Source: an optimization exercise on an open RTL-to-GDS flow (aim: small area). Production flows keep margins and buffers that such runs may drop.
RTL that was checked went through simulation tests only; none was proved equivalent to the original.
For runs 1 and 2, only the layout was checked, not whether the RTL still works.
Power is estimated from default activity; no workload was simulated.

--- design/flow/config.mk ---
export PLATFORM = sky130hd
export DESIGN_NAME = tse
export DESIGN_NICKNAME = tse
export VERILOG_FILES = /design/flow/design.v
export SDC_FILE = /design/flow/constraint.sdc
export NUM_CORES = 4
export LEC_CHECK = 0
export CAP_MARGIN = 20
export CORE_MARGIN = 2
export CORE_UTILIZATION = 50
export CTS_BUF_LIST = sky130_fd_sc_hd__clkbuf_8
export CTS_CLUSTER_DIAMETER = 50
export CTS_CLUSTER_SIZE = 16
export SLEW_MARGIN = 20
--- design/flow/constraint.sdc ---
create_clock -name core_clock -period 20.0 [get_ports {clk}]
set_input_delay 4.0000 -clock core_clock [delete_from_list [all_inputs] [get_ports {clk}]]
set_output_delay 4.0000 -clock core_clock [all_outputs]
set_load 0.01 [all_outputs]
--- design/flow/design.v ---
module tse (
    input  wire        clk,
    input  wire        rst,
    input  wire        req,
    input  wire        req_we,
    input  wire [8:0]  req_addr,
    input  wire [31:0] req_wdata,
    output reg         rsp_valid,
    output reg         rsp_err,
    output reg  [31:0] rsp_rdata
);
    localparam [2:0] E_NONE = 3'd0, E_CIV = 3'd1, E_OVF = 3'd2,
                     E_ILL  = 3'd3, E_EXH = 3'd4;
    reg  [2:0]  st_err;
    reg         st_trunc;
    reg  [4:0]  st_idx;
    reg         cfg_trunc;
    reg         z_argn, z_argw, z_res, z_date, z_time, z_yday;
    reg  [15:0] arg_n;
    reg  [4:0]  arg_w;
    reg  [15:0] result;
    reg  [31:0] ts_date;
    reg  [31:0] ts_time;
    reg  [15:0] ts_yday;
    reg  [1:0]  fcode;       
    reg  [5:0]  rd_ptr;
    reg  [1:0]  so_sym;
    reg  [5:0]  so_index;
    reg         popped;
    reg  [1:0]  psel;        
    reg  [1:0]  psym;        
    reg  [6:0]  ra;          
    reg         busy, fin;
    reg         pend_pop;    
    reg  [3:0]  k;
    reg  [3:0]  r1, r2, r3, r4, r5, r6;
    reg  [2:0]  r7;
    reg  [1:0]  ydwin, hwin, q2win;
    reg  [2:0]  mwin;
    reg         lp;
    wire [1:0]  fstd   = fcode - 2'd1;
    wire        fvalid = fcode != 2'd0;
    wire        fbpc   = fcode == 2'd3;
    wire [5:0] fidx = ra[6] ? ra[5:0] : rd_ptr;
    wire [3:0] h12    = {r6[3:2] + {1'b0, lp}, r6[1:0]};
    wire [5:0] bmin   = {mwin[1:0], r5};
    wire [3:0] bwd    = {mwin[2], r7};
    wire [5:0] bday   = {ydwin, r4};
    wire [6:0] yy7    = {r2, 3'b000} + {2'b00, r2, 1'b0} + {3'b000, r1};
    wire       p3     = ^{hwin, h12, bmin, bwd};
    wire       p4     = ^{bday, r3, yy7[5:0]};
    wire [37:0] bseq  = {hwin, 2'b00, h12, bmin, bwd, lp, p3, bday, r3, yy7[5:0], 1'b0, p4};
    reg [1:0] fsym;
    always @* begin
        fsym = 2'd0;
        if (fbpc) begin
            if (fidx <= 6'd18) fsym = bseq[37 - 2*fidx -: 2];
        end else if (fvalid) begin
            case (fidx)
                6'd0, 6'd9, 6'd19, 6'd29, 6'd39, 6'd49, 6'd59: fsym = 2'd2;
                6'd1:  fsym = {1'b0, mwin[2]};
                6'd2:  fsym = {1'b0, mwin[1]};
                6'd3:  fsym = {1'b0, mwin[0]};
                6'd5:  fsym = {1'b0, r5[3]};
                6'd6:  fsym = {1'b0, r5[2]};
                6'd7:  fsym = {1'b0, r5[1]};
                6'd8:  fsym = {1'b0, r5[0]};
                6'd12: fsym = {1'b0, hwin[1]};
                6'd13: fsym = {1'b0, hwin[0]};
                6'd15: fsym = {1'b0, r6[3]};
                6'd16: fsym = {1'b0, r6[2]};
                6'd17: fsym = {1'b0, r6[1]};
                6'd18: fsym = {1'b0, r6[0]};
                6'd22: fsym = {1'b0, ydwin[1]};
                6'd23: fsym = {1'b0, ydwin[0]};
                6'd25: fsym = {1'b0, r4[3]};
                6'd26: fsym = {1'b0, r4[2]};
                6'd27: fsym = {1'b0, r4[1]};
                6'd28: fsym = {1'b0, r4[0]};
                6'd30: fsym = {1'b0, r3[3]};
                6'd31: fsym = {1'b0, r3[2]};
                6'd32: fsym = {1'b0, r3[1]};
                6'd33: fsym = {1'b0, r3[0]};
                6'd36: fsym = {1'b0, ^{hwin, r6}};
                6'd37: fsym = {1'b0, ^{mwin, r5}};
                6'd40: fsym = {1'b0, fcode[1] & lp};
                6'd41: fsym = {1'b0, r2[3]};
                6'd42: fsym = {1'b0, r2[2]};
                6'd43: fsym = {1'b0, r2[1]};
                6'd44: fsym = {1'b0, r2[0]};
                6'd45: fsym = {1'b0, r1[3]};
                6'd46: fsym = {1'b0, r1[2]};
                6'd47: fsym = {1'b0, r1[1]};
                6'd48: fsym = {1'b0, r1[0]};
                6'd50: fsym = {1'b0, r7[2]};
                6'd51: fsym = {1'b0, r7[1]};
                6'd52: fsym = {1'b0, r7[0]};
                default: fsym = 2'd0;
            endcase
        end
    end
    reg [13:0] pulse;
    always @* begin
        case (psel)
            2'd0: case (psym)
                    2'd0:    pulse = {2'b01, 2'b00, 10'd800};
                    2'd1:    pulse = {2'b01, 2'b00, 10'd500};
                    default: pulse = {2'b01, 2'b00, 10'd200};
                  endcase
            2'd1: case (psym)
                    2'd0:    pulse = {2'b10, 2'b00, 10'd200};
                    2'd1:    pulse = {2'b10, 2'b00, 10'd500};
                    default: pulse = {2'b10, 2'b00, 10'd800};
                  endcase
            2'd2: case (psym)
                    2'd0:    pulse = {2'b10, 2'b00, 10'd100};
                    2'd1:    pulse = {2'b10, 2'b00, 10'd200};
                    2'd2:    pulse = {2'b10, 2'b00, 10'd300};
                    default: pulse = {2'b10, 2'b00, 10'd400};
                  endcase
            default: pulse = 14'd0;
        endcase
    end
    wire [7:0] flen = fbpc ? 8'd19 : fvalid ? 8'd60 : 8'd0;
    always @* begin
        if (ra[6]) begin
            rsp_rdata = {30'd0, fsym};
        end else begin
            case (ra[3:0])
                4'd1:  rsp_rdata = {16'd0, 3'd0, st_idx, 4'd0, st_trunc, st_err};
                4'd2:  rsp_rdata = {31'd0, cfg_trunc};
                4'd3:  rsp_rdata = {16'd0, arg_n & {16{~z_argn}}};
                4'd4:  rsp_rdata = {27'd0, arg_w & {5{~z_argw}}};
                4'd5:  rsp_rdata = {16'd0, result & {16{~z_res}}};
                4'd6:  rsp_rdata = ts_date & {32{~z_date}};
                4'd7:  rsp_rdata = ts_time & {32{~z_time}};
                4'd8:  rsp_rdata = {16'd0, ts_yday & {16{~z_yday}}};
                4'd9:  rsp_rdata = {8'd0, 2'd0, rd_ptr, 5'd0, fvalid, fvalid ? fstd : 2'd0, flen};
                4'd10: rsp_rdata = {14'd0, popped ? fstd : 2'd0, 2'd0, so_index, 6'd0, so_sym};
                4'd11: rsp_rdata = {18'd0, pulse};
                default: rsp_rdata = 32'd0;
            endcase
        end
    end
    wire       aligned  = req_addr[1:0] == 2'b00;
    wire       in_frame = req_addr[8] && req_addr[7:2] <= 6'd59;
    wire       in_ctrl  = !req_addr[8] && req_addr[7:2] <= 6'd11;
    wire       mapped   = aligned && (in_frame || in_ctrl);
    wire       wr       = req && req_we && aligned && in_ctrl;
    wire [3:0] wa       = req_addr[5:2];
    wire [3:0] op       = req_wdata[3:0];
    wire [1:0] stdf     = req_wdata[5:4];
    wire       res_zero = req_wdata[31:6] == 26'd0;
    wire       is_cmd   = wr && wa == 4'd0;
    wire       start    = is_cmd && res_zero && op == 4'h8 && stdf != 2'd3;
    wire       popc     = is_cmd && res_zero && op == 4'hA && stdf == 2'd0;
    wire        w_ok16 = !z_argw && (arg_w >= 5'd1) && (arg_w <= 5'd16);
    wire        w_ok8  = !z_argw && (arg_w >= 5'd1) && (arg_w <= 5'd8);
    wire [5:0]  wq = (op == 4'h2) ? {arg_w, 1'b0} : {1'b0, arg_w};
    reg  [15:0] tmask;
    integer i;
    always @* begin
        for (i = 0; i < 16; i = i + 1)
            tmask[i] = wq > i;
    end
    wire        t_ovf   = !z_argn && (arg_n & ~tmask) != 16'd0;
    wire        par_val = !z_argn && ^(arg_n & tmask);
    wire [7:0]  minute  = ts_time[15:8];
    wire [7:0]  hour    = ts_time[7:0];
    wire [7:0]  second  = ts_time[23:16];
    wire [7:0]  weekday = ts_time[31:24];
    wire [7:0]  day     = ts_date[31:24];
    wire [7:0]  month   = ts_date[23:16];
    wire        first16 = k == 4'd15;
    wire        first8  = k == 4'd7;
    wire        lo      = ~k[3];
    wire [15:0] dm      = {6'd0, day[5:0], month[3:0]};
    wire        yb      = !z_date && ts_date[k];
    wire        db      = fbpc ? (!z_date && dm[k]) : (!z_yday && ts_yday[k]);
    wire        mb      = !z_time && ((fbpc && k[2:0] == 3'd6) ? weekday[3] : minute[k[2:0]]);
    wire        hb      = !z_time && hour[k[2:0]];
    wire        wb      = !z_time && weekday[k[2:0]];
    function [4:0] d10;      
        input [3:0] r;
        input       b;
        input       div;
        reg         s;
        reg  [3:0]  rm;
        begin
            s  = div && (r >= 4'd5);
            rm = r - 4'd5;
            d10[3:1] = s ? rm[2:0] : r[2:0];
            d10[0]   = b;
            d10[4]   = div ? s : r[3];
        end
    endfunction
    wire [4:0] u1 = d10(first16 ? 4'd0 : r1, yb, 1'b1);
    wire [4:0] u2 = d10(first16 ? 4'd0 : r2, u1[4], 1'b1);
    wire [4:0] u3 = d10(first16 ? 4'd0 : r3, db, !fbpc);
    wire [4:0] u4 = d10(first16 ? 4'd0 : r4, u3[4], !fbpc);
    wire [4:0] u5 = d10(first8 ? 4'd0 : r5, mb, !fbpc);
    wire [4:0] u6 = d10(first8 ? 4'd0 : r6, hb, !fbpc);
    wire [3:0] t7 = {(first8 ? 3'd0 : r7), wb};
    wire [2:0] u7 = fbpc ? t7[2:0] : (t7 >= 4'd7) ? t7 - 4'd7 : t7[2:0];
    wire       yy_nz    = (r1 != 4'd0) || (r2 != 4'd0);
    wire       leap     = ((z_date || ts_date[1:0] == 2'd0) && yy_nz) || (!yy_nz && q2win == 2'd0);
    wire       pm       = !z_time && hour >= 8'd12;
    wire [1:0] p1       = z_time ? 2'd0 : (second == 8'd40) ? 2'd2 : (second == 8'd20) ? 2'd1 : 2'd0;
    wire       bovf_hr  = !z_time && hour >= 8'd28;
    wire       bovf_min = !z_time && minute >= 8'd64;
    wire       bovf_wd  = !z_time && weekday >= 8'd16;
    wire       bovf_day = !z_date && day >= 8'd64;
    wire       bovf_mon = !z_date && month >= 8'd16;
    wire       bovf_yy  = yy7     >= 7'd64;
    wire       jciv     = !z_time && second != 8'd0;
    wire       bpc_ok   = z_time || (second == 8'd0) || (second == 8'd20) || (second == 8'd40);
    wire       jovf_min = !z_time && minute >= 8'd80;
    wire       jovf_hr  = !z_time && hour >= 8'd40;
    wire       jovf_yd  = !z_yday && ts_yday >= 16'd400;
    task clear_all;
        begin
            st_err    <= E_NONE;
            st_trunc  <= 1'b0;
            st_idx    <= 5'd0;
            cfg_trunc <= 1'b0;
            z_argn    <= 1'b1;
            z_argw    <= 1'b1;
            z_res     <= 1'b1;
            z_date    <= 1'b1;
            z_time    <= 1'b1;
            z_yday    <= 1'b1;
            fcode     <= 2'd0;
            rd_ptr    <= 6'd0;
            so_sym    <= 2'd0;
            so_index  <= 6'd0;
            popped    <= 1'b0;
            psel      <= 2'd3;
        end
    endtask
    task set_status;
        input [2:0] err;
        input       trunc;
        input [4:0] idx;
        begin
            st_err   <= err;
            st_trunc <= trunc;
            st_idx   <= idx;
        end
    endtask
    task build_end;
        input       fail;
        input [2:0] err;
        input [4:0] idx;
        input       trunc;
        begin
            if (fail) begin
                set_status(err, 1'b0, idx);
                fcode <= 2'd0;
            end else begin
                set_status(E_NONE, trunc, 5'd0);
            end
        end
    endtask
    always @(posedge clk) begin
        if (wr) begin
            case (wa)
                4'd3: arg_n   <= req_wdata[15:0];
                4'd4: arg_w   <= req_wdata[4:0];
                4'd6: ts_date <= req_wdata;
                4'd7: ts_time <= req_wdata;
                4'd8: ts_yday <= req_wdata[15:0];
                default: ;
            endcase
        end
    end
    always @(posedge clk) begin
        ra <= {req_addr[8], req_addr[7:2]};
        if (busy) begin
            r1 <= u1[3:0];
            r2 <= u2[3:0];
            q2win <= {q2win[0], u2[4]};
            r3 <= u3[3:0];
            r4 <= u4[3:0];
            ydwin <= {ydwin[0], u4[4]};
            if (lo) begin
                r5 <= u5[3:0];
                mwin <= {mwin[1:0], u5[4]};
                r6 <= u6[3:0];
                hwin <= {hwin[0], u6[4]};
                r7 <= u7;
            end
        end
        if (fin) begin
            if (fbpc) begin
                hwin <= p1;
                lp   <= pm;
            end else begin
                lp   <= leap;
            end
        end
    end
    always @(posedge clk) begin
        if (rst) begin
            clear_all;
            busy      <= 1'b0;
            fin       <= 1'b0;
            k         <= 4'd0;
            rsp_valid <= 1'b0;
            rsp_err   <= 1'b0;
            pend_pop  <= 1'b0;
        end else begin
            rsp_valid <= (req && !start && !popc) || fin || pend_pop;
            pend_pop  <= popc;
            if (pend_pop) begin
                if (!fvalid || {2'b00, rd_ptr} >= flen)
                    set_status(E_EXH, 1'b0, 5'd0);
                else begin
                    set_status(E_NONE, 1'b0, 5'd0);
                    so_sym   <= fsym;
                    so_index <= rd_ptr;
                    popped   <= 1'b1;
                    psel <= fstd;
                    psym <= fsym;
                    rd_ptr   <= rd_ptr + 6'd1;
                end
            end
            rsp_err   <= req && !mapped;
            fin       <= busy && k == 4'd0;
            if (busy) begin
                k <= k - 4'd1;
                if (k == 4'd0) busy <= 1'b0;
            end
            if (fin) begin
                if (fbpc) begin
                    if (!bpc_ok)                     build_end(1'b1, E_CIV, 5'd0, 1'b0);
                    else if (!cfg_trunc && bovf_hr)  build_end(1'b1, E_OVF, 5'd2, 1'b0);
                    else if (!cfg_trunc && bovf_min) build_end(1'b1, E_OVF, 5'd4, 1'b0);
                    else if (!cfg_trunc && bovf_wd)  build_end(1'b1, E_OVF, 5'd7, 1'b0);
                    else if (!cfg_trunc && bovf_day) build_end(1'b1, E_OVF, 5'd10, 1'b0);
                    else if (!cfg_trunc && bovf_mon) build_end(1'b1, E_OVF, 5'd13, 1'b0);
                    else if (!cfg_trunc && bovf_yy)  build_end(1'b1, E_OVF, 5'd15, 1'b0);
                    else build_end(1'b0, E_NONE, 5'd0,
                                   bovf_hr | bovf_min | bovf_wd | bovf_day | bovf_mon | bovf_yy);
                end else begin
                    if (jciv)            build_end(1'b1, E_CIV, 5'd0, 1'b0);
                    else if (!cfg_trunc && jovf_min) build_end(1'b1, E_OVF, 5'd1, 1'b0);
                    else if (!cfg_trunc && jovf_hr)  build_end(1'b1, E_OVF, 5'd12, 1'b0);
                    else if (!cfg_trunc && jovf_yd)  build_end(1'b1, E_OVF, 5'd22, 1'b0);
                    else build_end(1'b0, E_NONE, 5'd0, jovf_min | jovf_hr | jovf_yd);
                end
            end
            if (wr) begin
                case (wa)
                    4'd2: cfg_trunc <= req_wdata[0];
                    4'd3: z_argn    <= 1'b0;
                    4'd4: z_argw    <= 1'b0;
                    4'd6: z_date    <= 1'b0;
                    4'd7: z_time    <= 1'b0;
                    4'd8: z_yday    <= 1'b0;
                    4'd0: begin
                        if (!res_zero) begin
                            set_status(E_ILL, 1'b0, 5'd0);
                        end else if (op == 4'h8 || op == 4'h9) begin
                            if (stdf == 2'd3) begin
                                set_status(E_ILL, 1'b0, 5'd0);
                            end else if (op == 4'h9) begin
                                if (!z_argn && arg_n > (stdf == 2'd2 ? 16'd3 : 16'd2)) begin
                                    set_status(E_ILL, 1'b0, 5'd0);
                                end else begin
                                    set_status(E_NONE, 1'b0, 5'd0);
                                    psel <= stdf;
                                    psym <= arg_n[1:0] & {2{~z_argn}};
                                end
                            end else begin
                                busy     <= 1'b1;
                                k        <= 4'd15;
                                fcode    <= stdf + 2'd1;
                                rd_ptr   <= 6'd0;
                                so_sym   <= 2'd0;
                                so_index <= 6'd0;
                                popped   <= 1'b0;
                                psel     <= 2'd3;
                            end
                        end else if (stdf != 2'd0) begin
                            set_status(E_ILL, 1'b0, 5'd0);
                        end else begin
                            case (op)
                                4'h0: ;
                                4'h1: begin
                                    if (!w_ok16)
                                        set_status(E_ILL, 1'b0, 5'd0);
                                    else if (t_ovf && !cfg_trunc)
                                        set_status(E_OVF, 1'b0, 5'd0);
                                    else begin
                                        set_status(E_NONE, t_ovf, 5'd0);
                                        result <= arg_n & tmask;
                                        z_res  <= z_argn;
                                    end
                                end
                                4'h2: begin
                                    if (!w_ok8)
                                        set_status(E_ILL, 1'b0, 5'd0);
                                    else if (t_ovf && !cfg_trunc)
                                        set_status(E_OVF, 1'b0, 5'd0);
                                    else begin
                                        set_status(E_NONE, t_ovf, 5'd0);
                                        result <= arg_n & tmask;
                                        z_res  <= z_argn;
                                    end
                                end
                                4'h3, 4'h4: begin
                                    if (!w_ok16)
                                        set_status(E_ILL, 1'b0, 5'd0);
                                    else begin
                                        set_status(E_NONE, 1'b0, 5'd0);
                                        result <= {15'd0, par_val};
                                        z_res  <= 1'b0;
                                    end
                                end
                                4'hA: ;   
                                4'hB: begin
                                    set_status(E_NONE, 1'b0, 5'd0);
                                    rd_ptr <= 6'd0;
                                end
                                4'hF: clear_all;
                                default: set_status(E_ILL, 1'b0, 5'd0);
                            endcase
                        end
                    end
                    default: ;
                endcase
            end
        end
    end
endmodule
--- design/flow/flow/run.sh ---
#!/bin/bash
# Standard ORFS layout (the standard.sh), with plain buf_1 cells as the
# port buffers instead of the delay buffers buffer_ports picks by default.
set -euo pipefail
export BUFFER_PORTS_ARGS="-buffer_cell sky130_fd_sc_hd__buf_1"
bash standard.sh finish > standard_flow.log 2>&1
--- design/flow/standard.sh ---
#!/bin/bash
# synth_recipe.tcl (not shown) runs the flow's synth.tcl, then flattens the netlist and writes it again
# the make line also repeats each setting of config.mk as NAME=value (left out here)
make -C /OpenROAD-flow-scripts/flow DESIGN_CONFIG=/design/flow/config.mk WORK_HOME=/design/flow/orfs CLKGATE_MAP_FILE= SYNTH_SCRIPT=/design/flow/synth_recipe.tcl "${@:-finish}"
==> results of run 1 <==
==> worst min-delay path by stage <==
stage / startpoint / endpoint / depth (start not counted) / slack [ns]
2_1_floorplan: q2win[0] / q2win[1] / 0 / 0.42
3_3_place_gp: q2win[0] / q2win[1] / 0 / 0.43
3_5_place_dp: q2win[0] / q2win[1] / 0 / 0.43
4_1_cts: q2win[0] / q2win[1] / 0 / 0.48
5_1_grt: q2win[0] / q2win[1] / 0 / 0.50
6_report: q2win[0] / q2win[1] / 0 / 0.47
==> cell families (layout without fill, tap and decap cells) <==
family / count (synthesis) / count (layout) / synth area share, %
buf+inv: 143 / 214 / 4.28
mux: 60 / 60 / 6.36
flops: 207 / 207 / 42.2
compound gates: 364 / 364 / 18.7
simple gates: 470 / 470 / 17.1
fa+ha+maj: 63 / 63 / 5.96
xor+xnor: 74 / 74 / 5.42
==> layer usage <==
| layer | routed length (um) | vias to the layer above |
|---|---|---|
| met2 | 21000 | 571 |
| li1 | - | 5316 |
| met1 | 18900 | 5691 |
| met4 | 1710 | 0 |
| met5 | 0 | - |
| met3 | 3660 | 92 |
==> registers in the layout, summed over array words and instances, names as in the netlist, 5 cells and up <==
signal    flops
rd_ptr        6
so_index      6
arg_w         5
result       16
st_idx        5
ra            7
arg_n        16
ts_time      32
ts_yday      16
ts_date      32
==> metrics by stage <==
step | std cells | cell area (um^2) | util (%)
after detailed placement | 1739 | 14100 | 52.7
after floorplan | 1381 | 13500 | -
after global placement | 1739 | 14100 | 52.7
final | 1793 | 14800 | 55.4
after CTS | 1792 | 14800 | 55.3
after global routing | 1793 | 14800 | 55.4
==> cell usage in the layout, fill, tap and decap left out, types with 25 or more instances in the layout <==
| master | instances |
|---|---|
| nor3_1 | 29 |
| mux2i_1 | 34 |
| nand3_1 | 32 |
| edfxtp_1 | 154 |
| nor4_1 | 25 |
| dfxtp_1 | 53 |
| nand2_1 | 119 |
| o21ai_0 | 60 |
| nor2_1 | 136 |
| buf_1 | 78 |
| clkbuf_8 | 29 |
| a21oi_1 | 79 |
| buf_4 | 25 |
| inv_1 | 55 |
| a22oi_1 | 48 |
| xnor2_1 | 47 |
| ha_1 | 61 |
==> worst register-to-register path, stage by stage, from the launching register on <==
cell      delay [ns]
edfxtp_1        0.52
fa_1            0.53
ha_1            0.31
a21o_1          0.17
a21oi_1         0.16
xor2_1          0.22
ha_1            0.27
xnor2_1         0.16
xnor3_1         0.42
xnor2_1         0.16
nand2_1         0.07
a21oi_1         0.05
o311ai_0        0.28
a31oi_1         0.10
nor3b_1         0.44
o22ai_1         0.15
==> final cells by class <==
class	instances	area, um^2	area share (%)
Inverter	57	214	1.45
Multi-Input combinational cell	1031	7280	49.1
Timing Repair Buffer	104	500	3.38
Sequential cell	207	5690	38.4
Clock buffer	29	399	2.70
Clock inverter	24	303	2.05
Tap cell	341	427	2.88
==> where the power goes <==
group / switching, mW / total [mW] / internal (mW)
Combinational: 0.0406 / 0.0600 / 0.0194
Clock: 0.217 / 0.400 / 0.183
Sequential: 0.00270 / 0.463 / 0.460
==> results_dict.tcl, run 1 <==
set metrics [dict create \
    dieHeight_um 168 \
    rsz0062_at_grt "no" \
    path_max_fanout 6 \
    hold_class "register to register" \
    diodes 0 \
    hold_viol_final 0 \
    post_cts_buffers 0 \
    h-tree-depth 1 \
    fin_crit_sh_pct 42.7 \
    finalMaxSlewViolations 0 \
    cp_slowest_stage_delay_ns 0.53 \
    worstMarginPinSlew_ns 1.16 \
    whs_ns 0.469 \
    wl_mm 45.2 \
    crit_buf_inv 1 \
    cts_sinks 207 \
    maxCapViolCount 0 \
    crit_start "r2[0]" \
    ant_nets 0 \
    synthArstFlopShare_pct 0 \
    fmax_mhz 117 \
    drc 0 \
    cp.depth 16 \
    die-area_um2 28300 \
    globalRouteOverflowTotal 0 \
    die_w_um 168 \
    avgSynthCellArea_um2 9.76 \
    area_delta_synth_final_pct 9.89 \
    cts-root-buf "clkbuf_8" \
    post-place-ws_ns 12.10 \
    clk_pin_slew_ns 0.09 \
    total_power_uw 923 \
    cts_tree "built" \
    drtIter0Drc 1401 \
    crit_end "rsp_rdata[0]" \
    synth.area.top_cells "edfxtp_1 34%, dfxtp_1 7.9%, ha_1 5.7%" \
    cp-start-kind "register" \
    period_needed_ns 8.54 \
    num_vias 11700 \
    cts.path.max_buffers 3 \
    reg2reg_setup_slack_ns 15.72 \
    first_pass_iters 9 \
    crit_path_top_delay_cell "fa_1" \
    ios 79 \
    irDropWorstVdd_v 0.0000657 \
    synthCells 1381 \
    synth_edf_count 154 \
    skew_ns 0.0591 \
    leakagePower_nw 5.11 \
    fin_nets 1538 \
    rr_startpoint "r2[0]" \
    critPathKind "register to output port" \
    worst_slack_ns 11.46 \
    setup_viol 0 \
    end_kind "output port" \
    nFillCells 2482 \
    grt_pass1_vias 11100 \
    grt-busiest-layer "met2" \
    yosysTopAreaCellShare_pct 34.3 \
    postCtsHoldBufs 0 \
    maxSlewHeadroom_pct 22.4 \
    yosysUniqueCellTypes 84 \
    yosysMostFrequentCell "edfxtp_1" \
    tns_ns 0 \
    drive_gt1_share_pct 9.16 \
    synth-main-ff-cell "edfxtp_1" \
    p_per_area_nw_per_um2 62.3 \
    met1_usage_pct 44.4 \
    start_util_pct 50.4 \
    port_buffers 78 \
    wl_per_cell_um 25.2 \
    track_usage_pct 31.8 \
    grt_max_degree 37 \
    clock_latency_ns 0.63 \
    place.gp.congestion 0.972 \
    r2r_cells 15 \
    coreArea_um2 26700 \
    rows 60 \
    status "no timing/DRC/antenna violations" \
    path_cells "fa_1 -> ha_1 -> a21o_1 -> a21oi_1 -> xor2_1 -> ha_1 -> xnor2_1 -> xnor3_1 -> xnor2_1 -> nand2_1 -> a21oi_1 -> o311ai_0 -> a31oi_1 -> o21ai_0 -> o21ai_0 -> buf_1" \
    critPathArrivalTime_ns 4.54 \
    synth_common_cells "154 x edfxtp_1, 137 x nor2_1, 119 x nand2_1" \
    syn_area_um2 13500 \
    vias_per_cell 6.51 \
    use_met2_pct 51.1 \
    hpwl_mm 33.3 \
    synth_seq_cells 207 \
    critPathRequiredTime_ns 16.00 \
    grt_util_met3_pct 4.61 \
    r2r-end "psym[0]" \
    crit_family "adder cells" \
    synth_fp_nets 1489 \
    cts_inserted_buffers 29 \
    grt_pass1_wl_mm 69.1 \
    ys_warn_count 1 \
    antenna_found_initial 0 \
    yosysTopAreaCell "edfxtp_1" \
    synth-seq-area-share_pct 42.2 \
    cts_resized 0 \
]
==> run 2: changes to the inputs <==
==> design/flow/run.sh (new file) <==
#!/bin/bash
# synth_recipe.tcl (not shown) runs the flow's synth.tcl, then flattens the netlist and writes it again
# the make line also repeats each setting of config.mk as NAME=value (left out here)
make -C /OpenROAD-flow-scripts/flow DESIGN_CONFIG=/design/flow/config.mk WORK_HOME=/design/flow/orfs CLKGATE_MAP_FILE= SYNTH_SCRIPT=/design/flow/synth_recipe.tcl finish
--- a/design/flow/config.mk
+++ b/design/flow/config.mk
@@ -10,5 +10,5 @@
 export CORE_UTILIZATION = 50
-export CTS_BUF_LIST = sky130_fd_sc_hd__clkbuf_8
-export CTS_CLUSTER_DIAMETER = 50
-export CTS_CLUSTER_SIZE = 16
+export CTS_BUF_LIST = sky130_fd_sc_hd__clkbuf_4
+export CTS_CLUSTER_DIAMETER = 40
+export CTS_CLUSTER_SIZE = 10
 export SLEW_MARGIN = 20
removed: design/flow/flow/run.sh
removed: design/flow/standard.sh
==> results_dict.tcl, run 2 <==
set metrics [dict create \
    rsz0062_at_grt "no" \
    wl_per_cell_um 25.4 \
    synth_edf_count 154 \
    first_pass_iters 10 \
    num_vias 11900 \
    cts_resized 0 \
    critPathKind "register to output port" \
    avgSynthCellArea_um2 9.76 \
    layout.cells.most_common "edfxtp_1" \
    p_per_area_nw_per_um2 61.0 \
    antenna_found_initial 4 \
    setup_viol 0 \
    synth_seq_cells 207 \
    drc 0 \
    irDropWorstVdd_v 0.0000440 \
    critPathRequiredTime_ns 16.00 \
    grt_max_degree 37 \
    cts_tree "built" \
    synth.area.top_cells "edfxtp_1 34%, dfxtp_1 7.9%, ha_1 5.7%" \
    finalMaxSlewViolations 0 \
    tns_ns 0 \
    worstMarginPinSlew_ns 1.08 \
    start_util_pct 50.4 \
    end_kind "output port" \
    port_buffers 78 \
    path_max_fanout 6 \
    postCtsHoldBufs 0 \
    reg.largest.list "ts_date: 32 flops, ts_time: 32 flops" \
    critPathArrivalTime_ns 5.07 \
    fin_crit_sh_pct 45.4 \
    clock_latency_ns 0.69 \
    drive_gt1_share_pct 9.64 \
    globalRouteOverflowTotal 0 \
    rows 60 \
    cts.path.max_buffers 3 \
    reg2reg_setup_slack_ns 15.35 \
    synth-main-ff-cell "edfxtp_1" \
    cts-root-buf "clkbuf_4" \
    die_w_um 168 \
    final_cell_mix "154 x edfxtp_1, 136 x nor2_1, 119 x nand2_1" \
    clk_pin_slew_ns 0.09 \
    synth-seq-area-share_pct 42.2 \
    fmax_mhz 110 \
    crit_family "adder cells" \
    yosysTopAreaCell "edfxtp_1" \
    wl_mm 45.9 \
    yosysMostFrequentCell "edfxtp_1" \
    utilization_pct 57.1 \
    synthCells 1381 \
    path_cells "fa_1 -> ha_1 -> a21o_1 -> a21oi_1 -> xor2_1 -> ha_1 -> xnor2_1 -> xnor3_1 -> xnor2_1 -> nand2_1 -> a21oi_1 -> o311ai_0 -> a31oi_1 -> o21ai_0 -> o21ai_0 -> clkdlybuf4s50_1" \
    cts_sinks 207 \
    maxCapViolCount 0 \
    crit_buf_inv 1 \
    leakagePower_nw 5.31 \
    cts_inserted_buffers 39 \
    hpwl_mm 33.7 \
    grt_pass1_vias 11400 \
    skew_ns 0.0523 \
    fin_nets 1546 \
    dieHeight_um 168 \
    ys_warn_count 1 \
    area_delta_synth_final_pct 13.3 \
    status "no timing/DRC/antenna violations" \
    post_cts_buffers 0 \
    total_power_uw 930 \
    maxSlewHeadroom_pct 27.3 \
    track_usage_pct 32.1 \
    place.gp.congestion 0.987 \
    hold_viol_final 0 \
    placed_cells 1737 \
    crit_path_top_delay_cell "clkdlybuf4s50_1" \
    synth_fp_nets 1489 \
    drtIter0Drc 1517 \
    coreArea_um2 26700 \
    grt_pass1_wl_mm 69.5 \
    finalNonFillerCells 1805 \
    h-tree-depth 2 \
    period_needed_ns 9.07 \
    ant_nets 0 \
    synthArstFlopShare_pct 0 \
    ios 79 \
    die-area_um2 28300 \
    yosysUniqueCellTypes 84 \
    synth_common_cells "154 x edfxtp_1, 137 x nor2_1, 119 x nand2_1" \
    yosysTopAreaCellShare_pct 34.3 \
    vias_per_cell 6.61 \
    cp_slowest_stage_delay_ns 0.60 \
    hold_class "register to register" \
    cp-start-kind "register" \
    syn_area_um2 13500 \
]
==> run 2: cell counts after synthesis <==
No cell type changed its count.
==> run 2: final timing paths <==
kind	to	cells past startpoint	startpoint
setup / recovery	rsp_rdata[0]	16	r2[0]
hold / removal	q2win[1]	0	q2win[0]
setup reg to reg	psym[0]	12	fcode[1]
hold reg to reg	q2win[1]	0	q2win[0]
==> run 2: cell type report <==
type | instances | area, um^2
Clock inverter | 25 | 364
Antenna cell | 1 | 2.50
Tap cell | 341 | 427
Inverter | 57 | 214
Clock buffer | 41 | 308
Timing Repair Buffer | 102 | 973
Multi-Input combinational cell | 1031 | 7290
Sequential cell | 207 | 5690
Fill cell | 2386 | 11500
==> run 2: routing by layer <==
metal	part of all wire, %	global-route usage [%]
met1	42	44.9
met2	45	51.2
met3	8.4	4.82
met4	3.8	11.6
met5	0.059	0
==> run 2: cells by family (layout without fill, tap and decap cells) <==
logic type	count (synthesis)	after routing	synth area share, %
AO/OA/AOI/OAI	364	364	18.7
adder cells (fa/ha/maj)	63	63	5.96
other	0	1	0
multiplexers	60	60	6.36
buffers and inverters	143	225	4.28
AND/OR/NAND/NOR	470	470	17.1
XOR/XNOR	74	74	5.42
flip-flops	207	207	42.2
==> run 2: power breakdown <==
group	leakage (nW)	switching [mW]	internal (mW)	total (mW)
Sequential	1.82	0.00280	0.460	0.463
Clock	0.355	0.190	0.213	0.403
Combinational	3.14	0.0397	0.0253	0.0650
Total	5.31	0.233	0.698	0.930
==> run 2: per-stage QoR <==
stage | hold WS, ns | area, um^2 | setup slack (ns)
CTS | 0.482 | 15200 | 10.94
global route | 0.492 | 15300 | 10.66
finish | 0.487 | 15300 | 10.93
global placement | 0.435 | 14500 | 11.73
detailed placement | 0.453 | 14500 | 11.64
floorplan | 0.420 | 13500 | 12.43
==> run 2: worst reg2reg max path: cells and delay by family, from the launching register on <==
family / cells / cell delay (ns)
buffers and inverters: 3 / 1.16
flip-flops: 1 / 0.65
AO/OA/AOI/OAI: 6 / 1.53
AND/OR/NAND/NOR: 1 / 0.36
adder cells (fa/ha/maj): 2 / 0.69
==> run 3: changes to the inputs <==
--- a/design/flow/design.v
+++ b/design/flow/design.v
@@ -40,5 +40,5 @@
     reg         lp;
-    wire [1:0]  fstd   = fcode - 2'd1;
-    wire        fvalid = fcode != 2'd0;
-    wire        fbpc   = fcode == 2'd3;
+    wire        fvalid = fcode != 2'd3;
+    wire [1:0]  fstd   = fvalid ? fcode : 2'd0;
+    wire        fbpc   = fcode == 2'd2;
     wire [5:0] fidx = ra[6] ? ra[5:0] : rd_ptr;
@@ -85,3 +85,3 @@
                 6'd37: fsym = {1'b0, ^{mwin, r5}};
-                6'd40: fsym = {1'b0, fcode[1] & lp};
+                6'd40: fsym = {1'b0, fcode[0] & lp};
                 6'd41: fsym = {1'b0, r2[3]};
@@ -231,3 +231,3 @@
             z_yday    <= 1'b1;
-            fcode     <= 2'd0;
+            fcode     <= 2'd3;
             rd_ptr    <= 6'd0;
@@ -257,3 +257,3 @@
                 set_status(err, 1'b0, idx);
-                fcode <= 2'd0;
+                fcode <= 2'd3;
             end else begin
@@ -376,3 +376,3 @@
                                 k        <= 4'd15;
-                                fcode    <= stdf + 2'd1;
+                                fcode    <= stdf;
                                 rd_ptr   <= 6'd0;
==> design/flow/flow/run.sh (new file) <==
#!/bin/bash
# Standard ORFS layout (the standard.sh) with two changes:
#  - plain buf_1 cells as the port buffers instead of delay buffers;
#  - clock tree built from clkbuf_4 cells without dummy balancing loads.
set -euo pipefail
export BUFFER_PORTS_ARGS="-buffer_cell sky130_fd_sc_hd__buf_1"
export CTS_ARGS="-sink_clustering_enable -repair_clock_nets -dont_use_dummy_load -buf_list sky130_fd_sc_hd__clkbuf_4 -sink_clustering_size 10 -sink_clustering_max_diameter 40"
bash standard.sh finish > standard_flow.log 2>&1
==> design/flow/standard.sh (new file) <==
#!/bin/bash
# synth_recipe.tcl (not shown) runs the flow's synth.tcl, then flattens the netlist and writes it again
# the make line also repeats each setting of config.mk as NAME=value (left out here)
make -C /OpenROAD-flow-scripts/flow DESIGN_CONFIG=/design/flow/config.mk WORK_HOME=/design/flow/orfs CLKGATE_MAP_FILE= SYNTH_SCRIPT=/design/flow/synth_recipe.tcl "${@:-finish}"
--- a/design/flow/config.mk
+++ b/design/flow/config.mk
@@ -9,6 +9,3 @@
 export CORE_MARGIN = 2
-export CORE_UTILIZATION = 50
-export CTS_BUF_LIST = sky130_fd_sc_hd__clkbuf_4
-export CTS_CLUSTER_DIAMETER = 40
-export CTS_CLUSTER_SIZE = 10
+export CORE_UTILIZATION = 60
 export SLEW_MARGIN = 20
removed: design/flow/run.sh
==> results_dict.tcl, run 3 <==
set metrics [dict create \
    status "no timing/DRC/antenna violations" \
    yosysMostFrequentCell "edfxtp_1" \
    rows 54 \
    antenna_found_initial 1 \
    place.gp.congestion 0.992 \
    postCtsHoldBufs 0 \
    path_max_fanout 25 \
    cts_sinks 207 \
    rsz0062_at_grt "no" \
    total_power_uw 747 \
    synth-main-ff-cell "edfxtp_1" \
    tns_ns 0 \
    hpwl_mm 31.3 \
    final_cell_mix "154 x edfxtp_1, 139 x nand2_1, 121 x nor2_1" \
    dieHeight_um 152 \
    fin_crit_sh_pct 44.0 \
    reg.largest.list "ts_date: 32 flops, ts_time: 32 flops" \
    layout.cells.most_common "edfxtp_1" \
    yosysUniqueCellTypes 86 \
    synthArstFlopShare_pct 0 \
    synth_seq_cells 207 \
    ys_warn_count 1 \
    ios 79 \
    path_cells "mux2i_2 -> buf_4 -> clkinv_1 -> ha_1 -> a22oi_1 -> nor3_1 -> a2111oi_0 -> o2111ai_1 -> o41ai_1 -> o22ai_1 -> o21bai_1 -> buf_1" \
    post_cts_buffers 0 \
    clock_latency_ns 0.71 \
    end_kind "output port" \
    skew_ns 0.136 \
    track_usage_pct 36.7 \
    synth_fp_nets 1427 \
    drtIter0Drc 1442 \
    cts_tree "built" \
    synth-seq-area-share_pct 43.4 \
    grt_max_degree 34 \
    worstMarginPinSlew_ns 1.08 \
    p_per_area_nw_per_um2 53.5 \
    first_pass_iters 7 \
    die_w_um 152 \
    ant_nets 0 \
    nFillCells 1846 \
    clk_pin_slew_ns 0.07 \
    synthCells 1326 \
    grt_pass1_wl_mm 63.0 \
    critPathArrivalTime_ns 4.79 \
    die-area_um2 23000 \
    hold_viol_final 0 \
    cts_inserted_buffers 36 \
    setup_viol 0 \
    multi_input_area_um2 6970 \
    cts.path.max_buffers 3 \
    regArea_um2 5690 \
    synth_common_cells "154 x edfxtp_1, 139 x nand2_1, 123 x nor2_1" \
    synth.area.top_cells "edfxtp_1 35%, dfxtp_1 8.1%, ha_1 5.2%" \
    h-tree-depth 2 \
    maxSlewHeadroom_pct 27.8 \
    yosysTopAreaCell "edfxtp_1" \
    finalMaxSlewViolations 0 \
    start_util_pct 60.5 \
    leakagePower_nw 4.88 \
    wl_mm 42.2 \
    drc 0 \
    coreArea_um2 21600 \
    cts_resized 0 \
    avgSynthCellArea_um2 9.87 \
    irDropWorstVdd_v 0.0000487 \
    synth_edf_count 154 \
    yosysTopAreaCellShare_pct 35.3 \
    cp-start-kind "register" \
    vias_per_cell 6.86 \
    maxCapViolCount 0 \
    critPathRequiredTime_ns 16.00 \
    period_needed_ns 8.79 \
    grt_pass1_vias 10500 \
    syn_area_um2 13100 \
    wl_per_cell_um 25.2 \
    num_vias 11400 \
    critPathKind "register to output port" \
    area_delta_synth_final_pct 6.64 \
    drive_gt1_share_pct 8.64 \
    globalRouteOverflowTotal 0 \
    fmax_mhz 114 \
    cp_slowest_stage_delay_ns 0.89 \
    port_buffers 78 \
    hold_class "register to register" \
    fin_nets 1492 \
    cts-root-buf "clkbuf_4" \
    crit_path_top_delay_cell "dfxtp_1" \
]
==> run 3: cell count changes after synthesis, moves of 12 or more <==
cell     previous run  this run
nand2_1           119       139
a21oi_1            79        91
nor2_1            137       123
a22oi_1            48        34
==> run 3: worst max-delay path, delay by kind of cell, from the launching register on <==
kind | cells | cell delay [ns]
compound gates | 6 | 1.75
fa+ha+maj | 1 | 0.43
buf+inv | 3 | 0.75
flops | 1 | 0.89
mux | 1 | 0.27
simple gates | 1 | 0.07
==> run 3: cell families (layout without fill, tap and decap cells) <==
family / count (synthesis) / in the layout / synth area share (%)
DFF: 207 / 207 / 43.4
muxes: 54 / 54 / 6.00
other: 0 / 1 / 0
buffers and inverters: 129 / 192 / 3.90
adders and majority gates: 56 / 56 / 5.47
xor gates and xnor gates: 68 / 68 / 5.34
and+or+nand+nor: 447 / 447 / 16.7
AOI/OAI and AO/OA: 365 / 365 / 19.1
==> run 3: worst paths after layout <==
kind               start            to  slack [ns]  depth (start not counted)
min          so_index[4]   so_index[4]        0.46                          2
max reg2reg     fcode[1]       psel[0]       15.69                         12
max                ra[6]  rsp_rdata[0]       11.21                         12
min reg2reg  so_index[4]   so_index[4]        0.46                          2
==> run 3: final cells by class <==
cell class	count	area share, %
Multi-Input combinational cell	990	50.0
Sequential cell	207	40.7
Timing Repair Buffer	99	3.32
Tap cell	280	2.51
Clock buffer	36	1.94
Inverter	57	1.53
Antenna cell	1	0.0179
==> run 3: where the power goes <==
group          switching, mW  internal (mW)  leakage, nW  total, mW
sequential           0.00412          0.460         1.82      0.464
clock                  0.148         0.0824        0.166      0.230
combinational         0.0343         0.0179         2.90     0.0522
total                  0.186          0.560         4.88      0.747
==> run 3: per-layer routing <==
| metal | share of wire (%) | global-route usage (%) |
|---|---|---|
| met5 | 0 | 0 |
| met1 | 40 | 52.5 |
| met4 | 2.9 | 11.2 |
| met2 | 44 | 55.5 |
| met3 | 13 | 8.98 |
==> run 3: metrics by stage <==
stage               util [%]  hold WS (ns)  cell area, um^2  worst slack [ns]  instances
floorplan                  -         0.420            13100             12.09       1326
global placement        63.1         0.438            13700             11.94       1632
detailed placement      63.2         0.429            13700             11.92       1632
CTS                     64.4         0.459            13900             11.27       1668
global route            64.6         0.477            14000             11.03       1670
finish                  64.6         0.459            14000             11.21       1670
==> run 4: changes to the inputs <==
==> design/flow/flow/run.sh (replaced) <==
#!/bin/bash
# Standard ORFS layout (the standard.sh) with two changes:
#  - plain buf_1 cells as the port buffers instead of delay buffers;
#  - clock tree built from clkbuf_8 cells without dummy balancing loads.
set -euo pipefail
export BUFFER_PORTS_ARGS="-buffer_cell sky130_fd_sc_hd__buf_1"
export CTS_ARGS="-sink_clustering_enable -repair_clock_nets -dont_use_dummy_load -buf_list sky130_fd_sc_hd__clkbuf_8 -sink_clustering_size 16 -sink_clustering_max_diameter 50"
bash standard.sh finish > standard_flow.log 2>&1
--- a/design/flow/config.mk
+++ b/design/flow/config.mk
@@ -9,3 +9,3 @@
 export CORE_MARGIN = 2
-export CORE_UTILIZATION = 60
+export CORE_UTILIZATION = 50
 export SLEW_MARGIN = 20
==> results_dict.tcl, run 4 <==
set metrics [dict create \
    area_delta_synth_final_pct 7.83 \
    fin_crit_sh_pct 45.2 \
    crit_start "ra[6]" \
    clk_pin_slew_ns 0.08 \
    hold_path.startpoint "so_index[0]" \
    end_kind "output port" \
    hold_depth 2 \
    num_vias 11300 \
    synth-seq-area-share_pct 43.4 \
    first_pass_iters 6 \
    die_w_um 166 \
    hold_class "register to register" \
    yosysTopAreaCell "edfxtp_1" \
    cts_tree "built" \
    r2r_cells 11 \
    power.clock.fraction_pct 34.1 \
    place.gp.congestion 0.974 \
    reg.largest.list "ts_date: 32 flops, ts_time: 32 flops" \
    synth_edf_count 154 \
    synth.area.top_cells "edfxtp_1 35%, dfxtp_1 8.1%, ha_1 5.2%" \
    synthCells 1326 \
    seq_power_share_pct 59.2 \
    hpwl_mm 32.7 \
    status "no timing/DRC/antenna violations" \
    nFillCells 2342 \
    final_cell_mix "154 x edfxtp_1, 139 x nand2_1, 122 x nor2_1" \
    p_per_area_nw_per_um2 55.6 \
    drc 0 \
    grt_max_degree 34 \
    dieHeight_um 166 \
    combPwrFrac_pct 6.7 \
    syn_area_um2 13100 \
    post_cts_buffers 0 \
    tns_ns 0 \
    drive_gt1_share_pct 8.03 \
    crit_buf_inv 3 \
    finalMaxSlewViolations 0 \
    diodes 0 \
    whs_ns 0.467 \
    cp-start-kind "register" \
    multi_input_area_um2 6960 \
    crit_family "compound AO/OA/AOI/OAI gates" \
    synth_fp_nets 1427 \
    irDropWorstVdd_v 0.0000669 \
    ios 79 \
    start_util_pct 50.5 \
    critPathKind "register to output port" \
    ys_warn_count 1 \
    h-tree-depth 1 \
    grt_pass1_vias 10800 \
    avgSynthCellArea_um2 9.87 \
    track_usage_pct 31.6 \
    cts-root-buf "clkbuf_8" \
    crit_path_top_delay_cell "dfxtp_1" \
    wl_per_cell_um 25.8 \
    power.switching_uw 189 \
    synthArstFlopShare_pct 0 \
    rsz0062_at_grt "no" \
    synth-main-ff-cell "edfxtp_1" \
    yosysTopAreaCellShare_pct 35.3 \
    clock_latency_ns 0.60 \
    coreArea_um2 25900 \
    critPathRequiredTime_ns 16.00 \
    regArea_um2 5690 \
    worstMarginPinSlew_ns 1.03 \
    synth_common_cells "154 x edfxtp_1, 139 x nand2_1, 123 x nor2_1" \
    yosysUniqueCellTypes 86 \
    setup_viol 0 \
    min_to "so_index[0]" \
    synth_seq_cells 207 \
    ant_nets 0 \
    port_buffers 78 \
    cts_inserted_buffers 27 \
    grt_pass1_wl_mm 67.1 \
    leakagePower_nw 4.91 \
    hold_viol_final 0 \
    cp_slowest_stage_delay_ns 0.90 \
    p_int_uw 596 \
    fmax_mhz 111 \
    wl_mm 44.3 \
    switching_share_pct 24.0 \
    cts.path.max_buffers 3 \
    reg2reg_setup_slack_ns 15.57 \
    skew_ns 0.0786 \
    rr_startpoint "ra[6]" \
    antenna_found_initial 1 \
    die-area_um2 27500 \
    design_area_um2 14100 \
    cts_resized 0 \
    maxSlewHeadroom_pct 31.6 \
    rows 59 \
    yosysMostFrequentCell "edfxtp_1" \
    fin_nets 1485 \
    vias_per_cell 6.55 \
    path_cells "mux2i_2 -> buf_4 -> clkinv_1 -> ha_1 -> a22oi_1 -> nor3_1 -> a2111oi_0 -> o2111ai_1 -> o41ai_1 -> o22ai_1 -> o21bai_1 -> buf_1" \
    postPlaceCellArea_um2 13700 \
    cts_sinks 207 \
    critPathArrivalTime_ns 5.05 \
    globalRouteOverflowTotal 0 \
    postCtsHoldBufs 0 \
    path_max_fanout 25 \
    layout.cells.most_common "edfxtp_1" \
    drtIter0Drc 1270 \
    maxCapViolCount 0 \
    period_needed_ns 9.05 \
    r2r-end "psym[0]" \
]
==> run 4: metrics by stage <==
stage | power, mW | cells | util [%] | setup slack [ns]
after floorplan | 0.505 | 1326 | - | 12.09
after global placement | 0.526 | 1690 | 53.0 | 11.86
after detailed placement | 0.526 | 1690 | 53.0 | 11.76
after CTS | 0.788 | 1717 | 54.5 | 11.07
after global routing | 0.811 | 1717 | 54.5 | 10.73
final | 0.785 | 1717 | 54.5 | 10.95
==> run 4: worst max path at each step <==
stage | to | cells past startpoint | slack (ns)
6_report | rsp_rdata[0] | 12 | 10.95
2_1_floorplan | ts_date[0] | 4 | 12.09
3_3_place_gp | rsp_rdata[0] | 12 | 11.86
5_1_grt | rsp_rdata[0] | 12 | 10.73
3_5_place_dp | rsp_rdata[0] | 12 | 11.76
4_1_cts | rsp_rdata[0] | 12 | 11.07
==> run 4: tightest hold or removal path, stage by stage (launching register included) <==
cell and delay [ns]:
dfxtp_1 0.32, nand2_1 0.05, a21oi_1 0.05
==> run 4: logic make-up (layout without fill, tap and decap cells) <==
| group | after synthesis | after routing | synth area share (%) |
|---|---|---|---|
| AO/OA/AOI/OAI | 365 | 365 | 19.1 |
| XOR/XNOR | 68 | 68 | 5.34 |
| adder cells (fa/ha/maj) | 56 | 56 | 5.47 |
| buffers and inverters | 129 | 185 | 3.90 |
| flip-flops | 207 | 207 | 43.4 |
| multiplexers | 54 | 54 | 6.00 |
| AND/OR/NAND/NOR | 447 | 447 | 16.7 |
==> run 4: cell type report <==
cell class                      instances  area share [%]
Tap cell                              335            2.97
Timing Repair Buffer                  101            3.30
Sequential cell                       207            40.3
Clock buffer                           27            2.63
Inverter                               57            1.52
Multi-Input combinational cell        990            49.3
==> run 4: routing by layer <==
metal / wire length, um / part of all wire (%) / global-route usage, %
met1: 18400 / 41 / 43.5
met2: 20600 / 46 / 51.0
met3: 3710 / 8.4 / 4.91
met4: 1660 / 3.8 / 11.4
met5: 0 / 0 / 0
==> run 4: power by group through the flow <==
stage	Sequential, mW	Combinational [mW]	Clock, mW
floorplan	0.471	0.0332	0
global placement	0.474	0.0520	0
detailed placement	0.474	0.0520	0
CTS	0.464	0.0522	0.272
global route	0.465	0.0573	0.289
finish	0.465	0.0529	0.268
==> run 5: changes to the inputs <==
--- a/design/flow/design.v
+++ b/design/flow/design.v
@@ -33,2 +33,6 @@
     reg         busy, fin;
+    reg         prim;        
+    reg         ppass;       
+    reg         pq, pp;      
+    reg         povf, ppar;  
     reg         pend_pop;    
@@ -158,11 +162,9 @@
     wire        w_ok8  = !z_argw && (arg_w >= 5'd1) && (arg_w <= 5'd8);
-    wire [5:0]  wq = (op == 4'h2) ? {arg_w, 1'b0} : {1'b0, arg_w};
-    reg  [15:0] tmask;
-    integer i;
-    always @* begin
-        for (i = 0; i < 16; i = i + 1)
-            tmask[i] = wq > i;
-    end
-    wire        t_ovf   = !z_argn && (arg_n & ~tmask) != 16'd0;
-    wire        par_val = !z_argn && ^(arg_n & tmask);
+    wire        pstart = is_cmd && res_zero && stdf == 2'd0 &&
+                         (((op == 4'h1 || op == 4'h3 || op == 4'h4) && w_ok16) ||
+                          (op == 4'h2 && w_ok8));
+    wire [5:0]  wq   = pq ? {arg_w, 1'b0} : {1'b0, arg_w};
+    wire        pbit = !z_argn && arg_n[k];
+    wire        inm  = {2'b00, k} < wq;
+    wire        pfail = !pp && povf && !cfg_trunc;
     wire [7:0]  minute  = ts_time[15:8];
@@ -277,3 +279,3 @@
         ra <= {req_addr[8], req_addr[7:2]};
-        if (busy) begin
+        if (busy && !prim) begin
             r1 <= u1[3:0];
@@ -292,3 +294,3 @@
         end
-        if (fin) begin
+        if (fin && !prim) begin
             if (fbpc) begin
@@ -306,2 +308,3 @@
             fin       <= 1'b0;
+            prim      <= 1'b0;
             k         <= 4'd0;
@@ -311,3 +314,3 @@
         end else begin
-            rsp_valid <= (req && !start && !popc) || fin || pend_pop;
+            rsp_valid <= (req && !start && !popc && !pstart) || fin || pend_pop;
             pend_pop  <= popc;
@@ -327,8 +330,27 @@
             rsp_err   <= req && !mapped;
-            fin       <= busy && k == 4'd0;
+            fin       <= busy && k == 4'd0 && (!prim || ppass);
             if (busy) begin
                 k <= k - 4'd1;
-                if (k == 4'd0) busy <= 1'b0;
+                if (k == 4'd0) begin
+                    if (prim && !ppass) ppass <= 1'b1;
+                    else busy <= 1'b0;
+                end
+            end
+            if (busy && prim) begin
+                if (!ppass) begin
+                    povf <= (k == 4'd15 ? 1'b0 : povf) | (pbit & ~inm);
+                    ppar <= (k == 4'd15 ? 1'b0 : ppar) ^ (pbit & inm);
+                end else if (!pfail) begin
+                    result <= {result[14:0], pp ? (k == 4'd0 && ppar) : (pbit && inm)};
+                end
+            end
+            if (fin && prim) begin
+                prim <= 1'b0;
+                if (pfail) set_status(E_OVF, 1'b0, 5'd0);
+                else begin
+                    set_status(E_NONE, !pp && povf, 5'd0);
+                    z_res <= 1'b0;
+                end
             end
-            if (fin) begin
+            if (fin && !prim) begin
                 if (fbpc) begin
@@ -388,31 +410,12 @@
                                 4'h0: ;
-                                4'h1: begin
-                                    if (!w_ok16)
-                                        set_status(E_ILL, 1'b0, 5'd0);
-                                    else if (t_ovf && !cfg_trunc)
-                                        set_status(E_OVF, 1'b0, 5'd0);
-                                    else begin
-                                        set_status(E_NONE, t_ovf, 5'd0);
-                                        result <= arg_n & tmask;
-                                        z_res  <= z_argn;
-                                    end
-                                end
-                                4'h2: begin
-                                    if (!w_ok8)
-                                        set_status(E_ILL, 1'b0, 5'd0);
-                                    else if (t_ovf && !cfg_trunc)
-                                        set_status(E_OVF, 1'b0, 5'd0);
-                                    else begin
-                                        set_status(E_NONE, t_ovf, 5'd0);
-                                        result <= arg_n & tmask;
-                                        z_res  <= z_argn;
-                                    end
-                                end
-                                4'h3, 4'h4: begin
-                                    if (!w_ok16)
+                                4'h1, 4'h2, 4'h3, 4'h4: begin
+                                    if (!pstart)
                                         set_status(E_ILL, 1'b0, 5'd0);
                                     else begin
-                                        set_status(E_NONE, 1'b0, 5'd0);
-                                        result <= {15'd0, par_val};
-                                        z_res  <= 1'b0;
+                                        busy  <= 1'b1;
+                                        k     <= 4'd15;
+                                        prim  <= 1'b1;
+                                        ppass <= 1'b0;
+                                        pq    <= op == 4'h2;
+                                        pp    <= op[2] || op == 4'h3;
                                     end
==> design/flow/flow/run.sh (replaced) <==
#!/bin/bash
# Standard ORFS layout (the standard.sh) with two changes:
#  - plain buf_1 cells as the port buffers instead of delay buffers;
#  - clock tree built from clkbuf_4 cells without dummy balancing loads.
set -euo pipefail
export BUFFER_PORTS_ARGS="-buffer_cell sky130_fd_sc_hd__buf_1"
export CTS_ARGS="-sink_clustering_enable -repair_clock_nets -dont_use_dummy_load -buf_list sky130_fd_sc_hd__clkbuf_4 -sink_clustering_size 10 -sink_clustering_max_diameter 40"
bash standard.sh finish > standard_flow.log 2>&1
--- a/design/flow/config.mk
+++ b/design/flow/config.mk
@@ -9,3 +9,4 @@
 export CORE_MARGIN = 2
-export CORE_UTILIZATION = 50
+export CORE_UTILIZATION = 60
+export GPL_TIMING_DRIVEN = 0
 export SLEW_MARGIN = 20
==> results_dict.tcl, run 5 <==
set metrics [dict create \
    status "no timing/DRC/antenna violations" \
    seq_power_share_pct 63.6 \
    synth.area.top_cells "edfxtp_1 38%, dfxtp_1 8.6%, ha_1 5.7%" \
    wl_per_cell_um 25.9 \
    drtIter0Drc 1474 \
    p_int_uw 569 \
    track_usage_pct 36.9 \
    worstMarginPinSlew_ns 0.941 \
    grt_pass1_wl_mm 60.5 \
    cp_slowest_stage_delay_ns 0.57 \
    worst_slack_ns 11.04 \
    ios 79 \
    clock_latency_ns 0.64 \
    switching_share_pct 24.0 \
    cts_tree "built" \
    area_delta_synth_final_pct 7.98 \
    leakagePower_nw 4.68 \
    hold_class "register to register" \
    synth_fp_nets 1290 \
    crit_family "adder cells" \
    maxSlewHeadroom_pct 36.3 \
    cp.depth 16 \
    nFillCells 1722 \
    crit_path_top_delay_cell "edfxtp_1" \
    ant_nets 0 \
    critPathKind "register to output port" \
    period_needed_ns 8.96 \
    drc 0 \
    cts_sinks 213 \
    crit_start "r2[0]" \
    placed_cells 1544 \
    hold_viol_final 0 \
    hpwl_mm 31.7 \
    port_buffers 77 \
    h-tree-depth 2 \
    post_cts_buffers 0 \
    clk_pin_slew_ns 0.07 \
    fin_crit_sh_pct 44.8 \
    synthCells 1186 \
    cts-root-buf "clkbuf_4" \
    yosysUniqueCellTypes 94 \
    yosysTopAreaCellShare_pct 37.9 \
    cts_resized 0 \
    finalNonFillerCells 1582 \
    grt_pass1_vias 9987 \
    combPwrFrac_pct 6.4 \
    crit_buf_inv 2 \
    reg.largest.list "ts_date: 32 flops, ts_time: 32 flops" \
    tns_ns 0 \
    final_cell_mix "159 x edfxtp_1, 108 x nand2_1, 97 x nor2_1" \
    design_area_um2 13600 \
    synthArstFlopShare_pct 0 \
    synth_edf_count 159 \
    layout.cells.most_common "edfxtp_1" \
    ys_warn_count 1 \
    fin_nets 1410 \
    post-place-ws_ns 11.71 \
    critPathRequiredTime_ns 16.00 \
    cp-start-kind "register" \
    grt_max_degree 22 \
    r2r_cells 13 \
    globalRouteOverflowTotal 0 \
    postPlaceCellArea_um2 13300 \
    synth-seq-area-share_pct 46.5 \
    skew_ns 0.0658 \
    path_cells "fa_1 -> ha_1 -> a21o_1 -> a21oi_1 -> xnor2_1 -> inv_1 -> ha_1 -> xnor2_1 -> xnor3_1 -> xnor2_1 -> a311oi_1 -> or4_1 -> a21bo_1 -> and3_1 -> o21ai_2 -> buf_1" \
    fmax_mhz 112 \
    die_w_um 149 \
    rows 53 \
    reg2reg_setup_slack_ns 15.64 \
    cts.path.max_buffers 3 \
    wl_mm 41.0 \
    rsz0062_at_grt "no" \
    critPathArrivalTime_ns 4.96 \
    drive_gt1_share_pct 8.36 \
    antenna_found_initial 3 \
    setup_viol 0 \
    power.switching_uw 180 \
    place.gp.congestion 1.07 \
    synth_common_cells "159 x edfxtp_1, 108 x nand2_1, 98 x nor2_1" \
    rr_startpoint "ra[6]" \
    end_kind "output port" \
    yosysTopAreaCell "edfxtp_1" \
    finalMaxSlewViolations 0 \
    yosysMostFrequentCell "edfxtp_1" \
    cts_inserted_buffers 35 \
    p_per_area_nw_per_um2 55.1 \
    power.clock.fraction_pct 30.0 \
    die-area_um2 22200 \
    vias_per_cell 6.82 \
    postCtsHoldBufs 0 \
    cpMostUsedCell "xnor2_1" \
    crit_end "rsp_rdata[0]" \
    synth_seq_cells 213 \
    r2r-end "psym[0]" \
    synth-main-ff-cell "edfxtp_1" \
    maxCapViolCount 0 \
    first_pass_iters 7 \
    irDropWorstVdd_v 0.0000563 \
    syn_area_um2 12600 \
    coreArea_um2 20800 \
    start_util_pct 60.5 \
    path_max_fanout 6 \
    dieHeight_um 149 \
    num_vias 10800 \
    avgSynthCellArea_um2 10.6 \
]
[run 5: cell count changes after synthesis, moves of 8 or more]
cell      before  now
a21oi_1       91   57
clkbuf_1      56   48
inv_1         56   47
nand2_1      139  108
nor2_1       123   98
o21ai_0       57   36
or2_2         11    3
xnor2_1       44   34
[run 5: power by group through the flow]
stage          Sequential, mW  Clock [mW]  Combinational [mW]
6_report                0.476       0.225              0.0478
5_1_grt                 0.476       0.243              0.0515
4_1_cts                 0.476       0.225              0.0465
3_5_place_dp            0.486           0              0.0462
3_3_place_gp            0.486           0              0.0457
2_1_floorplan           0.485           0              0.0288
[run 5: how the worst min path moves through the flow]
stage / cells after the start / slack (ns) / end / startpoint
6_report: 2 / 0.45 / z_res / z_res
5_1_grt: 2 / 0.47 / z_res / z_res
3_3_place_gp: 0 / 0.43 / result[3] / result[2]
4_1_cts: 2 / 0.45 / z_res / z_res
3_5_place_dp: 0 / 0.44 / result[3] / result[2]
2_1_floorplan: 2 / 0.42 / z_res / z_res
[run 5: area by class of cell]
cell class	count	area (um^2)	area share (%)
multi-input combinational	858	6320	46.5
sequential	213	5860	43.1
timing repair buffer	83	355	2.61
tap	275	344	2.53
buffer	66	269	1.98
clock buffer	35	263	1.93
inverter	49	184	1.35
antenna	3	7.51	0.0552
[run 5: through the flow]
step | power, mW | utilization (%) | hold WS (ns)
finish | 0.749 | 65.3 | 0.448
detailed placement | 0.532 | 64.0 | 0.439
global route | 0.771 | 65.3 | 0.468
global placement | 0.532 | 63.5 | 0.432
floorplan | 0.514 | - | 0.416
CTS | 0.748 | 65.3 | 0.449
[run 5: logic make-up after synthesis]
group                    Yosys count  share of synthesized area [%]
AO/OA/AOI/OAI                    290                           16.5
XOR/XNOR                          54                           4.47
adder cells (fa/ha/maj)           60                           6.07
buffers and inverters            115                           3.60
flip-flops                       213                           46.5
multiplexers                      62                           7.38
AND/OR/NAND/NOR                  392                           15.5
[run 5: tightest hold or removal path: stages (launching register included)]
cell,delay [ns]
dfxtp_1,0.31
nand2_1,0.05
nand2_1,0.04
[run 5: routing by layer]
metal	routed length, um	GRT usage, %	vias up
met5	0	0	-
met4	2510	19.8	0
met3	4360	7.61	144
met2	18900	58.2	689
met1	15300	48.1	5168
li1	-	-	4790
==> run 6: changes to the inputs <==
--- a/design/flow/config.mk
+++ b/design/flow/config.mk
@@ -10,3 +10,2 @@
 export CORE_UTILIZATION = 60
-export GPL_TIMING_DRIVEN = 0
 export SLEW_MARGIN = 20
==> results_dict.tcl, run 6 <==
set metrics [dict create \
    die_w_um 149 \
    layout.cells.most_common "edfxtp_1" \
    synthArstFlopShare_pct 0 \
    maxCapViolCount 0 \
    synth-seq-area-share_pct 46.5 \
    hold_viol_final 0 \
    leakagePower_nw 4.62 \
    period_needed_ns 8.90 \
    tns_ns 0 \
    antenna_found_initial 4 \
    num_vias 10500 \
    post_cts_buffers 0 \
    rows 53 \
    cts_sinks 213 \
    start_util_pct 60.5 \
    yosysTopAreaCell "edfxtp_1" \
    final_cell_mix "159 x edfxtp_1, 108 x nand2_1, 97 x nor2_1" \
    grt_pass1_wl_mm 59.1 \
    setup_viol 0 \
    area_delta_synth_final_pct 6.57 \
    synthCells 1186 \
    fin_crit_sh_pct 44.5 \
    port_buffers 78 \
    cp-start-kind "register" \
    critPathArrivalTime_ns 4.90 \
    postCtsHoldBufs 0 \
    fmax_mhz 112 \
    hold_class "register to register" \
    synth_edf_count 159 \
    vias_per_cell 6.86 \
    synth_seq_cells 213 \
    yosysUniqueCellTypes 94 \
    cts_resized 0 \
    maxSlewHeadroom_pct 29.4 \
    postPlaceCellArea_um2 13200 \
    h-tree-depth 1 \
    synth-main-ff-cell "edfxtp_1" \
    rsz0062_at_grt "no" \
    ios 79 \
    grt_pass1_vias 9804 \
    avgSynthCellArea_um2 10.6 \
    irDropWorstVdd_v 0.0000570 \
    grt_max_degree 33 \
    synth.area.top_cells "edfxtp_1 38%, dfxtp_1 8.6%, ha_1 5.7%" \
    worstMarginPinSlew_ns 1.06 \
    dieHeight_um 149 \
    coreArea_um2 20800 \
    path_max_fanout 6 \
    reg.largest.list "ts_date: 32 flops, ts_time: 32 flops" \
    syn_area_um2 12600 \
    ys_warn_count 1 \
    total_power_uw 736 \
    yosysMostFrequentCell "edfxtp_1" \
    hpwl_mm 29.2 \
    status "no timing/DRC/antenna violations" \
    worst_slack_ns 11.10 \
    drtIter0Drc 1233 \
    critPathRequiredTime_ns 16.00 \
    cts_inserted_buffers 31 \
    place.gp.congestion 1.01 \
    cts_tree "built" \
    ant_nets 0 \
    p_per_area_nw_per_um2 54.8 \
    design_area_um2 13400 \
    synth_fp_nets 1290 \
    end_kind "output port" \
    drc 0 \
    clk_pin_slew_ns 0.12 \
    finalMaxSlewViolations 0 \
    fin_nets 1356 \
    die-area_um2 22200 \
    post-place-ws_ns 11.86 \
    drive_gt1_share_pct 8.96 \
    nFillCells 1717 \
    globalRouteOverflowTotal 0 \
    track_usage_pct 35.6 \
    critPathKind "register to output port" \
    wl_per_cell_um 25.9 \
    cts-root-buf "clkbuf_4" \
    skew_ns 0.108 \
    cts.path.max_buffers 3 \
    yosysTopAreaCellShare_pct 37.9 \
    first_pass_iters 10 \
    wl_mm 39.6 \
    clock_latency_ns 0.75 \
    synth_common_cells "159 x edfxtp_1, 108 x nand2_1, 98 x nor2_1" \
]
[run 6: cell counts after synthesis]
No cell type changed its count.
[run 6: final timing paths]
path / to / start / slack (ns) / cells past startpoint
worst max-delay path: rsp_rdata[0] / r2[0] / 11.10 / 16
worst min-delay path: result[3] / result[2] / 0.39 / 0
worst max register to register: psym[0] / r2[0] / 15.78 / 15
worst min register to register: result[3] / result[2] / 0.39 / 0
[run 6: worst max-delay path, cell delays in order, from the launching register on]
cell and delay (ns):
edfxtp_1 0.52, fa_1 0.52, ha_1 0.31, a21o_1 0.18
a21oi_1 0.16, xnor2_1 0.16, inv_1 0.07, ha_1 0.30
xnor2_1 0.22, xnor3_1 0.37, xnor2_1 0.17, a311oi_1 0.13
or4_1 0.44, a21bo_1 0.20, and3_1 0.17, o21ai_2 0.11
buf_1 0.17
[run 6: layout make-up]
class / count / area, um^2 / area share (%)
antenna: 3 / 7.51 / 0.0559
clock buffer: 31 / 233 / 1.73
inverter: 49 / 184 / 1.37
multi-input combinational: 858 / 6330 / 47.1
sequential: 213 / 5860 / 43.6
tap: 275 / 344 / 2.56
timing repair buffer: 99 / 470 / 3.50
[run 6: logic make-up (layout without fill, tap and decap cells)]
group	count (synthesis)	in the layout	share of synthesized area, %
mux	62	62	7.38
fa+ha+maj	60	60	6.07
simple gates	392	392	15.5
other cells	0	3	0
xor+xnor	54	54	4.47
flops	213	213	46.5
buf+inv	115	179	3.60
compound gates	290	290	16.5
[run 6: power breakdown]
part           switching (mW)  leakage [nW]  internal (mW)
clock                   0.143         0.143         0.0704
combinational          0.0312          2.61         0.0152
sequential            0.00311          1.87          0.473
[run 6: through the flow]
| step | cells | util (%) | hold WS, ns |
|---|---|---|---|
| 5_1_grt | 1527 | 64.5 | 0.412 |
| 6_report | 1528 | 64.5 | 0.386 |
| 4_1_cts | 1524 | 64.3 | 0.411 |
| 2_1_floorplan | 1186 | - | 0.416 |
| 3_3_place_gp | 1493 | 63.2 | 0.433 |
| 3_5_place_dp | 1493 | 63.2 | 0.444 |
[run 6: layer usage]
layer	part of all wire, %	wire length [um]	track usage, %	vias up
met2	45	17900	56.3	659
met5	0.033	13	0	-
met3	11	4370	6.94	128
met4	5.1	2000	14.3	2
li1	-	-	-	4684
met1	39	15300	48.7	5015

==> afterwards: timing with drivers on the ports <==
How much do the figures lean on ideal ports? The routed layouts below were timed once more, with nothing changed but the port constraints. Step 1 sets driving cells, clkbuf_16 on the clock port and buf_2 on the other inputs (assumed; they add their load-dependent delay and slew). Step 2 times the ports against the registers' clock, not the clock port: input delays grow and output delays shrink by t, the midpoint of the rising clock arrivals with the driver on. Three values: ideal ports, drivers, drivers and shift; two values: the first two.
| run | shift t [ns] | slack for setup (ns) | worst setup path after step 2 | worst register clock-pin slew, ns |
|---|---|---|---|---|
| run 1 | 0.653 | 11.461 / 11.409 / 12.063 | register to output | 0.10 / 0.10 |
| run 2 | 0.706 | 10.925 / 10.877 / 11.582 | register to output | 0.11 / 0.11 |
| run 3 | 0.677 | 11.207 / 11.164 / 11.841 | register to output | 0.11 / 0.11 |
| run 4 | 0.613 | 10.951 / 10.902 / 11.515 | register to output | 0.10 / 0.10 |
| run 5 | 0.649 | 11.035 / 10.990 / 11.639 | register to output | 0.11 / 0.11 |
| run 6 | 0.750 | 11.101 / 11.054 / 11.805 | register to output | 0.12 / 0.12 |
After both steps setup and hold are still met in every run listed.
